What follows belongs to an exercise in optimizing a design on an open flow for small area; a production flow would make more cautious choices. The RTL was checked by simulation tests, not by an equivalence proof against the original design. No activity file was given, so power comes from the tool's default toggle rates.

## indigo
// pinode_rx
module pinode_rx #(
    parameter MAX_SLOTS = 256
) (
    input  wire        clk,
    input  wire        rst,
    input  wire        start,
    input  wire        start_thumb,
    input  wire        stream_fail,
    output wire        busy,
    output wire        done,
    output wire [1:0]  result,
    output wire [1:0]  err,
    input  wire        rx_valid,
    input  wire [7:0]  rx_data,
    input  wire        rx_timeout,
    output wire        rx_ready,
    output wire        tx_valid,
    output reg  [7:0]  tx_data,
    input  wire        tx_ready,
    output reg         pl_valid,
    output reg  [7:0]  pl_data,
    output reg         ev_valid,
    output reg  [3:0]  ev_status,     
    output reg  [13:0] ev_index
);
    localparam ST_IDLE    = 5'b00000;
    localparam ST_AWAIT   = 5'b00001;    
    localparam ST_CLR     = 5'b00010;    
    localparam ST_COLLECT = 5'b00100;
    localparam ST_RSCAN   = 5'b00101;    
    localparam ST_RREAD   = 5'b00110;    
    localparam ST_FINAL   = 5'b00111;    
    localparam ST_D_OK    = 5'b01000;
    localparam ST_D_NOINF = 5'b01001;
    localparam ST_D_INC   = 5'b01010;
    localparam ST_D_STRM  = 5'b01011;
    localparam ST_RCONV   = 5'b01101;    
    localparam TX_SV      = 5'b10000;    
    localparam TX_NL_A    = 5'b10001;    
    localparam TX_E       = 5'b10010;    
    localparam TX_NL_E    = 5'b10011;    
    localparam TX_R       = 5'b10100;    
    localparam TX_H       = 5'b10101;    
    localparam TX_T       = 5'b10110;    
    localparam TX_U       = 5'b10111;    
    localparam TX_NL_R    = 5'b11100;    
    localparam RS_STORED     = 4'd1;
    localparam RS_INFO_OK    = 4'd2;
    localparam RS_TIMEOUT    = 4'd3;
    localparam RS_MALFORMED  = 4'd4;
    localparam RS_TOO_SHORT  = 4'd5;
    localparam RS_BAD_INDEX  = 4'd6;
    localparam RS_BAD_CKSUM  = 4'd7;
    localparam RS_WRONG_KIND = 4'd8;
    localparam RS_OUT_RANGE  = 4'd9;
    reg [4:0]   st;
    reg [8:0]   exp_count;   
    reg [8:0]   cnt;         
    reg [7:0]   head;        
    reg         wr_pend;     
  ...
==> flow/config.mk <==
export PLATFORM = sky130hd
export DESIGN_NAME = pinode_rx
export DESIGN_NICKNAME = pinode_rx
export VERILOG_FILES = /design/flow/design.v
export SDC_FILE = /design/flow/constraint.sdc
export NUM_CORES = 4
export LEC_CHECK = 0
export CAP_MARGIN = 20
export CORE_MARGIN = 2
export CORE_UTILIZATION = 60
export SLEW_MARGIN = 20
==> flow/constraint.sdc <==
create_clock -name core_clock -period 10.0 [get_ports {clk}]
set_input_delay 2.0000 -clock core_clock [delete_from_list [all_inputs] [get_ports {clk}]]
set_output_delay 2.0000 -clock core_clock [all_outputs]
set_load 0.01 [all_outputs]
standard.sh (not shown) runs the stock make flow with config.mk's settings and CLKGATE_MAP_FILE= SYNTH_SCRIPT=/design/flow/synth_recipe.tcl, a recipe that flattens the netlist after the stock synthesis.
==> flow/flow/run.sh <==
#!/bin/bash
# Own flow: the standard layout (standard.sh) with three changes:
#  - synthesis maps the logic with an area-oriented ABC script
#    (flow/abc_area.script); registers are mapped exactly as in the
#    standard synthesis, since ABC only sees the combinational logic;
#  - port buffers use the smallest buffer;
#  - the clock tree uses clkbuf_8 leaf clusters and no dummy loads.
set -e
cp -r "$FLOW_HOME/scripts" ./scripts_local
cp flow/abc_area.script ./scripts_local/abc_speed.script
export SCRIPTS_DIR="$PWD/scripts_local"
export BUFFER_PORTS_ARGS="-buffer_cell sky130_fd_sc_hd__buf_1"
export CTS_ARGS="-sink_clustering_enable -repair_clock_nets -sink_clustering_size 20 -sink_clustering_max_diameter 70 -buf_list sky130_fd_sc_hd__clkbuf_8 -dont_use_dummy_load"
bash standard.sh > standard.log 2>&1
==> flow/flow/abc_area.script <==
&get -n
&st
&syn2
&dch -f
&nf -R 1000 -p
&st
&syn2
&dch -f
&nf -R 1000 -p
&st
&syn2
&dch -f
&nf -R 1000 -p
&put
indigo: no failed stages, no open violations at the end
Relative to indigo, the following input files were edited for amber:
- an added PLACE_DENSITY of 0.75
==> flow/flow/run.sh <==
#!/bin/bash
# Own flow: the standard layout (standard.sh) with three changes:
#  - synthesis maps the logic with an area-oriented ABC script
#    (flow/abc_area.script); registers are mapped exactly as in the
#    standard synthesis, since ABC only sees the combinational logic;
#  - port buffers use the smallest buffer;
#  - the clock tree uses buf_6 buffers in clusters of up to 18 flip-flops
#    and no dummy loads.
set -e
cp -r "$FLOW_HOME/scripts" ./scripts_local
cp flow/abc_area.script ./scripts_local/abc_speed.script
export SCRIPTS_DIR="$PWD/scripts_local"
export BUFFER_PORTS_ARGS="-buffer_cell sky130_fd_sc_hd__buf_1"
export CTS_ARGS="-sink_clustering_enable -repair_clock_nets -sink_clustering_size 18 -sink_clustering_max_diameter 60 -buf_list sky130_fd_sc_hd__buf_6 -dont_use_dummy_load"
bash standard.sh > standard.log 2>&1
==> run notes <==
amber: synthesis-to-layout area growth 0.16 points below indigo
The clock input transition at the sequential cells of the worst setup and hold paths on amber is in line with that on indigo.
amber ended up with a higher switching portion of total power than indigo did.
Storage element area: indigo vs amber — no meaningful difference
Row clock buffer count from CTS: amber higher / indigo lower
[compare] base=indigo new=amber: setup TNS after final layout stayed essentially flat, multi-input combinational cell area went up, proportion of power drawn by combinational gates went up 0.2 points.
> inputs changed (amber -> raven)
- CTS_CLUSTER_DIAMETER now 60, previously not set
- PLACE_DENSITY no longer set, was 0.75
- CTS_BUF_LIST now sky130_fd_sc_hd__clkbuf_8, previously not set
- CTS_CLUSTER_SIZE now 18, previously not set
==> flow/run.sh (new file) <==
#!/bin/bash
# synth_recipe.tcl (not shown) runs the flow's synth.tcl, then flattens the netlist and writes it again
# the make line also repeats each setting of config.mk as NAME=value (left out here)
make -C /OpenROAD-flow-scripts/flow DESIGN_CONFIG=/design/flow/config.mk WORK_HOME=/design/flow/orfs CLKGATE_MAP_FILE= SYNTH_SCRIPT=/design/flow/synth_recipe.tcl finish
removed: flow/flow/run.sh
removed: flow/flow/abc_area.script
removed: flow/standard.sh
==> comparison <==
- Delta (raven minus amber): proportion of cell area spent on the clock network shows an increase of 0.92 points, final critical-path share of the clock period shows an increase of 5.8 points, design area shows an increase of about 7%.
- From amber to raven the numbers moved as follows: CTS buffer count decreased by 4.0% relative to the old numbers; largest fanout on the critical path increased by 3 relative to the old numbers.
- Diff amber -> raven: non-clock buffer count has increased, share of power burned in the clock network has increased, routed length on met3 has increased, adder-cell share of the synthesized area has remained practically unchanged.

[port drivers added, routing unchanged]
How much do the figures lean on ideal ports? The routed layouts below were timed once more, with nothing changed but the port constraints. Step 1: set_driving_cell puts a clkbuf_16 on clk and a buf_2 on each other input, an assumption about the parent block. Step 2 adds t to the input delays and takes it off the output delays; t is the mean of the earliest and latest rising clock arrival at the registers after step 1. Input paths then give back, and output paths get back, about the clock's delay inside the block. Slacks: no drivers / after step 1 / after step 2; pairs: no drivers / after step 1.
| run | t (ns) | setup slack, ns | worst setup path after step 2 | worst data-port slew with drivers (ns) | cell pins on the clock port's net |
|---|---|---|---|---|---|
| indigo | 0.569 | 4.976 / 4.936 / 5.505 | register to output | 0.04 | 1 |
| amber | 0.518 | 4.924 / 4.884 / 5.403 | register to output | 0.04 | 1 |
| raven | 0.587 | 4.349 / 4.310 / 4.896 | register to output | 0.04 | 1 |
After both steps setup and hold are still met in every run listed.
